Background: an optimization exercise with open tools, aiming at small area. Do not read the settings as production practice. In this exercise RTL edits were held to simulation tests only and were not proved equivalent to the original.

[design/flow/design.v]
module emu16_core (
    input  wire        clk,
    input  wire        rst,
    input  wire [15:0] boot_offset,
    input  wire [15:0] boot_start,
    input  wire [16:0] boot_len,
    output wire [15:0] boot_addr,
    input  wire [7:0]  boot_data,
    output reg         mem_req,
    output reg         mem_we,
    output reg  [15:0] mem_addr,
    output reg  [7:0]  mem_wdata,
    input  wire        mem_gnt,
    input  wire        mem_rvalid,
    input  wire [7:0]  mem_rdata,
    output wire        bus_out_valid,
    output wire [1:0]  bus_out_chan,
    output wire [15:0] bus_out_data,
    input  wire        bus_out_ready,
    input  wire [2:0]  bus_in_valid,
    input  wire [15:0] bus_in_data0,
    input  wire [15:0] bus_in_data1,
    input  wire [15:0] bus_in_data2,
    output wire [2:0]  bus_in_ready,
    input  wire        irq,
    output wire        halted,
    output wire        boot_failed,
    output reg         fault_valid,
    output reg         fault_kind,       
    output reg         fault_has_op,
    output reg  [3:0]  fault_op,
    output reg  [15:0] fault_ip,
    output reg  [15:0] fault_base,
    output reg  [15:0] fault_offset,
    input  wire [3:0]  dbg_sel,
    output wire [15:0] dbg_data
);
    localparam [4:0] S_BOOT = 5'd0,
                     S_BINC = 5'd1,
                     S_F0   = 5'd2,    
                     S_F0W  = 5'd3,
                     S_F1   = 5'd4,    
                     S_F1W  = 5'd5,
                     S_E1   = 5'd6,    
                     S_E2   = 5'd7,    
                     S_SH   = 5'd8,    
                     S_J    = 5'd9,    
                     S_L1   = 5'd10,   
                     S_L1W  = 5'd11,
                     S_L2   = 5'd12,   
                     S_L2W  = 5'd13,
                     S_LB   = 5'd14,   
                     S_LBW  = 5'd15,
                     S_S1   = 5'd16,   
                     S_S2   = 5'd17,   
                     S_BO   = 5'd18,   
                     S_BI   = 5'd19,   
                     S_ADV  = 5'd20,   
                     S_ADVF = 5'd21,   
                     S_HALT = 5'd22;
    localparam [3:0] OP_LOAD = 4'h0, OP_STORE = 4'h1, OP_SET = 4'h2,
                     OP_WBUS = 4'h3, OP_SBUS = 4'h4, OP_RBUS = 4'h5,
                     OP_LJUMP = 4'h6, OP_EJUMP = 4'h7,
                     OP_ADD = 4'h8, OP_SUB = 4'h9, OP_SHL = 4'hA, OP_SHR = 4'hB,
                     OP_AND = 4'hC, OP_OR = 4'hD, OP_NOT = 4'hE, OP_XOR = 4'hF;
    localparam [2:0] X_ZERO = 3'd0, X_T = 3'd1, X_BOFF = 3'd2, X_BSTART = 3'd3,
                     X_BUS = 3'd4, X_CONST = 3'd5;
    localparam [1:0] F_ADD = 2'd0, F_AND = 2'd1, F_OR = 2'd2, F_XOR = 2'd3;
    reg [4:0]  state;
    reg [15:0] ir;
    reg [15:0] t;
    reg        irq_pend;
    reg        boot_fail_r;
    reg [15:0] x [0:15];
    wire [15:0] r15 = x[15];
    wire [3:0] op = ir[15:12];
    wire [3:0] fa = ir[11:8];
    wire [3:0] fb = ir[7:4];
    wire [3:0] fc = ir[3:0];
    reg  [3:0] raddr;
    reg  [2:0] xsel;
    reg  [8:0] xconst;
    reg        ypass;      
    reg        yinv;       
    reg        cin;
    reg  [1:0] fsel;
    reg        wen;
    reg  [3:0] waddr;
    reg        w_hi_ir;    
    reg        w_lo_rd;    
    reg        w_zero;
    reg        tload;
    reg  [4:0] nstate;
    reg        ir_hi_ld, ir_lo_ld, ir_cnt_ld, ir_cnt_step;
    wire [15:0] p = x[raddr];
    wire [15:0] bus_word = (t[9:8] == 2'd0) ? bus_in_data0 :
                           (t[9:8] == 2'd1) ? bus_in_data1 : bus_in_data2;
    reg [15:0] xv;
    always @* begin
        case (xsel)
            X_T:      xv = t;
            X_BOFF:   xv = boot_offset;
            X_BSTART: xv = boot_start;
            X_BUS:    xv = bus_word;
            X_CONST:  xv = {7'd0, xconst};
            default:  xv = 16'd0;
        endcase
    end
    wire [15:0] yv = (ypass ? p : 16'd0) ^ {16{yinv}};
    wire [16:0] sum = {1'b0, xv} + {1'b0, yv} + {16'd0, cin};
    reg [15:0] f;
    always @* begin
        case (fsel)
            F_AND:   f = xv & yv;
            F_OR:    f = xv | yv;
            F_XOR:   f = xv ^ yv;
            default: f = sum[15:0];
        endcase
    end
    wire oob      = sum[16] | sum[15] | sum[14];
    wire f_zero   = (sum[15:0] == 16'd0);
    wire chan_bad = (p[15:8] > 8'd2);
    wire boot_done = ({1'b0, r15} == boot_len);
    wire [15:0] w = w_zero ? 16'd0 :
                    {w_hi_ir ? ir[7:0] : f[15:8], w_lo_rd ? mem_rdata : f[7:0]};
    wire is_ldst = (op == OP_LOAD) || (op == OP_STORE);
    wire is_bus2 = (op == OP_SBUS) || (op == OP_RBUS);
    wire word    = (fc == 4'd0);
    wire halt_next = irq_pend | irq;
    wire [1:0] width = (op == OP_SET) ? 2'd3 :
                       (op == OP_WBUS || is_bus2) ? 2'd1 : 2'd2;
    wire [15:0] wbus_val = bus_in_valid[0] ? 16'h0000 :
                           bus_in_valid[1] ? 16'h0001 :
                           bus_in_valid[2] ? 16'h0002 : 16'h0100;
    always @* begin
        raddr    = fa;
        xsel     = X_ZERO;
        xconst   = 9'd0;
        ypass    = 1'b1;
        yinv     = 1'b0;
        cin      = 1'b0;
        fsel     = F_ADD;
        wen      = 1'b0;
        waddr    = fa;
        w_hi_ir  = 1'b0;
        w_lo_rd  = 1'b0;
        w_zero   = 1'b0;
        tload    = 1'b0;
        nstate   = state;
        ir_hi_ld = 1'b0;
        ir_lo_ld = 1'b0;
        ir_cnt_ld = 1'b0;
        ir_cnt_step = 1'b0;
        mem_req  = 1'b0;
        mem_we   = 1'b0;
        fault_valid = 1'b0;
        case (state)
            S_BOOT: begin
                raddr = 4'd15;
                waddr = 4'd15;
                if (boot_done) begin
                    xsel   = X_BSTART;
                    ypass  = 1'b0;
                    wen    = 1'b1;
                    nstate = S_F0;
                end else begin
                    xsel = X_BOFF;
                    if (oob) begin
                        wen    = 1'b1;
                        w_zero = 1'b1;
                        nstate = S_HALT;
                    end else begin
                        mem_req = 1'b1;
                        mem_we  = 1'b1;
                        if (mem_gnt) nstate = S_BINC;
                    end
                end
            end
            S_BINC: begin
                raddr  = 4'd15;
                waddr  = 4'd15;
                cin    = 1'b1;
                wen    = 1'b1;
                nstate = S_BOOT;
            end
            S_F0: begin
                raddr = 4'd15;
                cin   = 1'b1;
                if (oob) begin
                    fault_valid = 1'b1;
                    nstate      = S_ADVF;
                end else begin
                    mem_req = 1'b1;
                    if (mem_gnt) nstate = S_F0W;
                end
            end
            S_F0W: if (mem_rvalid) begin
                ir_lo_ld = 1'b1;
                nstate   = S_F1;
            end
            S_F1: begin
                raddr   = 4'd15;
                mem_req = 1'b1;
                if (mem_gnt) nstate = S_F1W;
            end
            S_F1W: if (mem_rvalid) begin
                ir_hi_ld = 1'b1;
                nstate   = S_E1;
            end
            S_E1: begin
                tload = 1'b1;
                case (op)
                    OP_LOAD, OP_STORE: begin
                        raddr = fb;
                        cin   = word;
                        if (oob) begin
                            fault_valid = 1'b1;
                            nstate      = S_ADV;
                        end else if (op == OP_LOAD)
                            nstate = word ? S_L1 : S_LB;
                        else
                            nstate = word ? S_S1 : S_S2;
                    end
                    OP_SET: begin
                        raddr  = 4'd15;
                        xsel   = X_CONST;
                        xconst = 9'd2;
                        if (oob) begin
                            fault_valid = 1'b1;
                            nstate      = S_ADV;
                        end else
                            nstate = S_L2;
                    end
                    OP_SBUS, OP_RBUS: begin
                        if (chan_bad) begin
                            fault_valid = 1'b1;
                            nstate      = S_ADV;
                        end else
                            nstate = (op == OP_SBUS) ? S_BO : S_BI;
                    end
                    OP_WBUS, OP_LJUMP, OP_EJUMP: nstate = S_E2;
                    default: begin
                        raddr  = fb;
                        nstate = S_E2;
                    end
                endcase
            end
            S_E2: begin
                raddr = fc;
                xsel  = X_T;
                case (op)
                    OP_WBUS: begin
                        xsel   = X_CONST;
                        xconst = wbus_val[8:0];
                        ypass  = 1'b0;
                        waddr  = t[3:0];
                        wen    = 1'b1;
                        nstate = S_ADV;
                    end
                    OP_LJUMP, OP_EJUMP: begin
                        raddr = fb;
                        yinv  = 1'b1;
                        cin   = 1'b1;
                        if (op == OP_LJUMP ? !sum[16] : f_zero)
                            nstate = S_J;
                        else
                            nstate = S_ADV;
                    end
                    OP_SUB: begin
                        yinv   = 1'b1;
                        cin    = 1'b1;
                        wen    = 1'b1;
                        nstate = S_ADV;
                    end
                    OP_SHL, OP_SHR: begin
                        if (p[15:4] != 12'd0) begin
                            xsel   = X_ZERO;
                            ypass  = 1'b0;
                            wen    = 1'b1;
                            nstate = S_ADV;
                        end else begin
                            ir_cnt_ld = 1'b1;
                            nstate    = S_SH;
                        end
                    end
                    OP_AND: begin fsel = F_AND; wen = 1'b1; nstate = S_ADV; end
                    OP_OR:  begin fsel = F_OR;  wen = 1'b1; nstate = S_ADV; end
                    OP_XOR: begin fsel = F_XOR; wen = 1'b1; nstate = S_ADV; end
                    OP_NOT: begin
                        fsel   = F_XOR;
                        ypass  = 1'b0;
                        yinv   = 1'b1;
                        wen    = 1'b1;
                        nstate = S_ADV;
                    end
                    default: begin    
                        wen    = 1'b1;
                        nstate = S_ADV;
                    end
                endcase
            end
            S_SH: begin
                xsel  = X_T;
                ypass = 1'b0;
                if (fc == 4'd0) begin
                    wen    = 1'b1;
                    nstate = S_ADV;
                end else
                    ir_cnt_step = 1'b1;
            end
            S_J: begin
                raddr  = fc;
                waddr  = 4'd15;
                wen    = 1'b1;
                nstate = halt_next ? S_HALT : S_F0;
            end
            S_L1: begin
                xsel    = X_T;
                ypass   = 1'b0;
                yinv    = 1'b1;       
                mem_req = 1'b1;
                if (mem_gnt) nstate = S_L1W;
            end
            S_L1W: if (mem_rvalid) begin
                ir_lo_ld = 1'b1;
                nstate   = S_L2;
            end
            S_L2, S_LB: begin
                xsel    = X_T;
                ypass   = 1'b0;
                mem_req = 1'b1;
                if (mem_gnt) nstate = (state == S_L2) ? S_L2W : S_LBW;
            end
            S_L2W: if (mem_rvalid) begin
                w_hi_ir = 1'b1;
                w_lo_rd = 1'b1;
                wen     = 1'b1;
                nstate  = S_ADV;
            end
            S_LBW: if (mem_rvalid) begin
                w_lo_rd = 1'b1;
                wen     = 1'b1;
                nstate  = S_ADV;
            end
            S_S1: begin
                xsel    = X_T;
                ypass   = 1'b0;
                yinv    = 1'b1;       
                mem_req = 1'b1;
                mem_we  = 1'b1;
                if (mem_gnt) nstate = S_S2;
            end
            S_S2: begin
                xsel    = X_T;
                ypass   = 1'b0;
                mem_req = 1'b1;
                mem_we  = 1'b1;
                if (mem_gnt) nstate = S_ADV;
            end
            S_BO: begin
                raddr = t[3:0];
                if (bus_out_ready) nstate = S_ADV;
            end
            S_BI: begin
                xsel  = X_BUS;
                ypass = 1'b0;
                waddr = t[3:0];
                if (bus_in_valid[t[9:8]]) begin
                    wen    = 1'b1;
                    nstate = S_ADV;
                end
            end
            S_ADV, S_ADVF: begin
                raddr  = 4'd15;
                waddr  = 4'd15;
                xsel   = X_CONST;
                xconst = {7'd0, (state == S_ADVF) ? 2'd2 : width};
                wen    = 1'b1;
                nstate = halt_next ? S_HALT : S_F0;
            end
            S_HALT: raddr = dbg_sel;
            default: nstate = S_HALT;
        endcase
    end
    assign boot_addr     = r15;
    assign bus_out_valid = (state == S_BO);
    assign bus_out_chan  = t[9:8];
    assign bus_out_data  = p;
    assign bus_in_ready  = (state == S_BI) ? (3'b001 << t[9:8]) : 3'b000;
    assign halted        = (state == S_HALT);
    assign boot_failed   = boot_fail_r;
    assign dbg_data      = p;
    always @* begin
        mem_addr  = sum[15:0];
        mem_wdata = (state == S_BOOT) ? boot_data :
                    (state == S_S1)   ? p[15:8] : p[7:0];
        fault_has_op = (state != S_F0);
        fault_kind   = fault_has_op && is_bus2;
        fault_op     = op;
        fault_ip     = r15;
        fault_base   = fault_kind ? {8'd0, p[15:8]} : p;
        fault_offset = {15'd0, fault_has_op && (op == OP_SET)};
    end
    integer i;
    always @(posedge clk) begin
        for (i = 0; i < 16; i = i + 1)
            if (rst || (wen && waddr == i))
                x[i] <= rst ? 16'd0 : w;
    end
    always @(posedge clk) begin
        if (rst) begin
            state       <= S_BOOT;
            irq_pend    <= 1'b0;
            boot_fail_r <= 1'b0;
        end else begin
            state <= nstate;
            if (irq)
                irq_pend <= 1'b1;
            if (state == S_BOOT && !boot_done && oob)
                boot_fail_r <= 1'b1;
        end
    end
    always @(posedge clk) begin
        if (ir_hi_ld)
            ir[15:8] <= mem_rdata;
        if (ir_lo_ld)
            ir[7:0] <= mem_rdata;
        else if (ir_cnt_ld)
            ir[3:0] <= p[3:0];
        else if (ir_cnt_step) begin
            if (ir[3:2] != 2'd0)
                ir[3:2] <= ir[3:2] - 2'd1;
            else
                ir[1:0] <= ir[1:0] - 2'd1;
        end
    end
    always @(posedge clk) begin
        if (tload)
            t <= f;
        else if (ir_cnt_step) begin
            if (ir[3:2] != 2'd0)
                t <= op[0] ? {4'd0, t[15:4]} : {t[11:0], 4'd0};
            else
                t <= op[0] ? {1'd0, t[15:1]} : {t[14:0], 1'd0};
        end
    end
endmodule
[design/flow/run.sh]
#!/bin/bash
# synth_recipe.tcl (not shown) runs the flow's synth.tcl, then flattens the netlist and writes it again
# the make line also repeats each setting of config.mk as NAME=value (left out here)
make -C /OpenROAD-flow-scripts/flow DESIGN_CONFIG=/design/flow/config.mk WORK_HOME=/design/flow/orfs CLKGATE_MAP_FILE= SYNTH_SCRIPT=/design/flow/synth_recipe.tcl finish
[design/flow/constraint.sdc]
create_clock -name core_clock -period 8.0 [get_ports {clk}]
set_input_delay 1.6000 -clock core_clock [delete_from_list [all_inputs] [get_ports {clk}]]
set_output_delay 1.6000 -clock core_clock [all_outputs]
set_load 0.01 [all_outputs]
[design/flow/config.mk]
export PLATFORM = sky130hd
export DESIGN_NAME = emu16_core
export DESIGN_NICKNAME = emu16_core
export VERILOG_FILES = /design/flow/design.v
export SDC_FILE = /design/flow/constraint.sdc
export NUM_CORES = 4
export LEC_CHECK = 0
export CAP_MARGIN = 20
export CORE_MARGIN = 2
export CORE_UTILIZATION = 40
export PLACE_DENSITY = 0.6
export SLEW_MARGIN = 20
==> out/qor.log <==
INFO  status         run_status=complete, but fails checks
INFO  status         failed_checks=negative setup slack
INFO  timing         fin_worst_skew=0.0211ns
INFO  setup_path     crit_type=in2out
INFO  grt            grt_start_max_net_pins=67
INFO  clocking       cts.root.buffer_cell=clkbuf_16
INFO  routing        drt_pass_1_iters=7
INFO  setup_path     worst-endpoint-required=6.40ns
INFO  setup_path     critPathSlowestCell=or4_1
INFO  die            floorplan.die_area=46000um2
INFO  finish         multi_input_area=8710um2
INFO  clocking       cts_tree=built
INFO  timing         unrepaired_setup_endpoints_after_global_routing=yes
INFO  setup_path     cpPeakStageDelay=0.49ns
INFO  finish         finalNonFillerCells=2894
INFO  routing        drt_wl_total=77100um
INFO  finish         design.final.nets=2439
INFO  timing         shortest_period_the_worst_path_allows=9.15ns
INFO  routing        dr_total_vias=17200
INFO  worst_hold_path worst_hold_path.num_cells=2
INFO  synth          synth_top_cells_by_count=288 x edfxtp_1, 165 x nor2_1, 119 x nand2_1, 106 x a21oi_1, 73 x mux2i_1
INFO  die            coreArea=43900um2
INFO  run            timing.max_cap.violations=0
INFO  setup_path     worstRegToRegCells=45
INFO  synth          post_synth_top_area_share=48.8%
INFO  placement      total_of_buffers_placed_on_input_and_output_ports=247
INFO  setup_path     crit_arrival=7.55ns
INFO  timing         max_freq=109MHz
INFO  die            fp-row-count=77
INFO  timing         setup-violations-final=275
INFO  grt            globalRoute.totalOverflow=0
INFO  placement      place_congestion=0.997
INFO  synth          synth.distinct_cells=97
INFO  finish         final-seq-area=8790um2
INFO  routing        drc=0
INFO  finish         syn_to_final_growth=47.1%
INFO  routing        avgViaCountPerCell=5.93
INFO  clocking       clock_latency=0.53ns
INFO  die            die_width=214um
INFO  finish         fillerInstances=3775
INFO  placement      numPlacedInstances=2772
INFO  grt            antenna_violations_before_repair=0
INFO  synth          synth.yosys.seq_area_share=49.6%
INFO  synth          post_synth.cell_area_avg=10.6um2
INFO  grt            via_count_of_the_first_global_routing_pass=16400
INFO  die            initial_core_utilization=40.3%
INFO  worst_hold_path holdCritPathClass=reg2reg
INFO  routing        routed_wire_length_per_instance=26.6um
INFO  timing         finalHoldWorstSlack=0.476ns
INFO  routing        drt.antenna.violating_nets=0
INFO  routing        drt_iter0_markers=2032
INFO  die            number_of_i_o_pins=263
INFO  grt            grt_pass1_wl=111000um
INFO  synth          synth.most_common_cell=edfxtp_1
INFO  clocking       cts.htree.levels=2
INFO  synth          yosysWarnings=2
INFO  setup_path     cell_type_group_with_the_largest_total_delay_on_the_critical_path=compound AO/OA/AOI/OAI gates
INFO  timing         finalMaxSlewViolations=0
INFO  setup_path     critical_path_cell_count=28
INFO  synth          synthesis.area=17700um2
INFO  setup_path     crit_path_start_kind=primary input
INFO  clocking       cts_inserted_buffers=34
INFO  synth          seq_cells_post_synth=295
INFO  clocking       tritoncts_num_sinks=295
INFO  clocking       cts_hold_repair.buffers=0
INFO  synth          post_synth_main_area_contributors=edfxtp_1 49%, mux2i_1 4.1%, nor2_1 3.5%
INFO  timing         worst-slew-pin-transition=1.00ns
INFO  clocking       cts.reportedPaths.clkPinSlew=0.06ns
INFO  timing         maxSlewHeadroom=32.8%
INFO  clocking       clockBufferDepth=3
INFO  die            die_h=214um
INFO  grt            all_layer_global_routing_usage=32.4%
INFO  timing         final_critical_path_setup_slack=-1.15ns
INFO  placement      detailedPlacementHpwl=56400um
INFO  setup_path     crit_fanout=4
INFO  synth          ys_dominant_reg_cell=edfxtp_1
INFO  timing         finalCritPeriodShare=114%
INFO  synth          synth_enable_flop_cells=288
INFO  setup_path     worst_setup_path_end_kind=output port
INFO  synth          synthCells=1667
INFO  finish         final_layout_size_suffix_gt1_share=31.1%
INFO  finish         antenna_diode_count=0
INFO  setup_path     number_of_buffer_and_inverter_instances_along_the_worst_setup_path=6
INFO  synth          largest_area_contributor_in_the_netlist=edfxtp_1
INFO  timing         timing_hold_violations_final=0
INFO  synth          synth-async-reset-ratio=0%
-- placed cells by master, fill, tap and decap left out, types with 12 or more instances in the layout --
cell | synthesis | routed
a21o_1 | 27 | 27
a21oi_1 | 106 | 100
a22o_1 | 18 | 18
a22oi_1 | 18 | 18
a31oi_1 | 17 | 13
a32oi_1 | 16 | 14
buf_12 | 0 | 38
buf_4 | 56 | 402
buf_6 | 7 | 37
clkbuf_16 | 0 | 36
clkdlybuf4s50_1 | 0 | 225
conb_1 | 1 | 15
edfxtp_1 | 288 | 288
ha_1 | 34 | 34
inv_1 | 47 | 43
mux2_2 | 16 | 16
mux2i_1 | 73 | 72
nand2_1 | 119 | 115
nand3_1 | 57 | 56
nor2_1 | 165 | 156
nor2_2 | 5 | 12
nor2b_1 | 21 | 20
nor3_1 | 30 | 25
o21ai_0 | 69 | 62
o22ai_1 | 29 | 26
xnor2_1 | 19 | 13
xor2_1 | 30 | 25
-- metrics by stage --
| step | instance area [um2] | util, % | TNS, ns | worst slack, ns |
|---|---|---|---|---|
| 5_1_grt | 26100 | 59.4 | -310.79 | -1.38 |
| 4_1_cts | 25600 | 58.2 | -9.54 | -1.06 |
| 3_3_place_gp | 23800 | 54.1 | -524.84 | -2.00 |
| 3_5_place_dp | 23800 | 54.1 | -532.63 | -2.06 |
| 2_1_floorplan | 17900 | - | -0.663 | -0.245 |
| 6_report | 26100 | 59.4 | -244.01 | -1.15 |
-- worst min-delay path, stage by stage, from the launching register on --
cell and delay, ns:
dfxtp_1 0.33, a21oi_1 0.04, nor2_1 0.07
-- logic make-up after synthesis --
kind of cell    synth area share, %
xor+xnor                       2.42
flops                          49.6
buf+inv                        6.03
other cells                  0.0212
simple gates                   13.8
fa+ha+maj                      2.63
mux                            6.35
compound gates                 19.2
-- state kept, by name, summed over array words and instances, names as in the netlist --
signal / cells
boot_fail_r: 1
state: 5
t: 16
x: 256
ir: 16
irq_pend: 1
-- area by class of cell --
type	count	share of cell area, %
Clock inverter	22	0.710
Tap cell	592	2.84
Clock buffer	39	3.37
Multi-Input combinational cell	1180	33.4
Inverter	49	0.715
Timing Repair Buffer	717	25.3
Sequential cell	295	33.7
-- path summary, 6_finish.rpt --
kind                             startpoint     endpoint  slack, ns
worst min register to register  boot_fail_r  boot_fail_r       0.48
worst max-delay path            boot_len[1]  fault_valid      -1.15
worst min-delay path            boot_fail_r  boot_fail_r       0.48
worst max register to register     state[2]     x[4][13]      -0.88
-- timing repair --
action                     in CTS  in global routing
buffers inserted               42                 31
setup endpoints to repair     537                519
pin swaps                      54                 50
gates cloned                    1                  2
gates resized for setup       171                 75
-- per-layer routing --
metal  vias up  track usage (%)  wire [um]
met3       185             8.16       8590
met4         0             13.1       3420
met1      8342             44.8      31400
li1       7531                -          -
met2      1092             48.8      33700
met5         -                0          0

## separate check: timing with driven ports
Ports are ideal in the flow. The routed layout listed here was re-timed in OpenROAD.
Step 1 (the two cells are an assumption about what drives the block):
set clk [get_ports {clk}]
set_driving_cell -lib_cell sky130_fd_sc_hd__clkbuf_16 $clk
set_driving_cell -lib_cell sky130_fd_sc_hd__buf_2 [delete_from_list [all_inputs] $clk]
Step 2 moves the port delays by t, midway between the first and last clock arrival at a register: inputs arrive t later, outputs are due t later. That takes back most of the time a late clock gives input paths.
Three values: ideal, step 1, step 2; two values: the first two.
t, ns: 0.569
setup WS [ns]: -1.150 / -1.177 / -1.494
latest minus earliest clock arrival (ns): 0.021 / 0.021
worst slew at a driven data input, ns: 0.06
For this run, drivers alone change the setup slack by -0.027 ns; drivers and shift together by -0.344 ns.
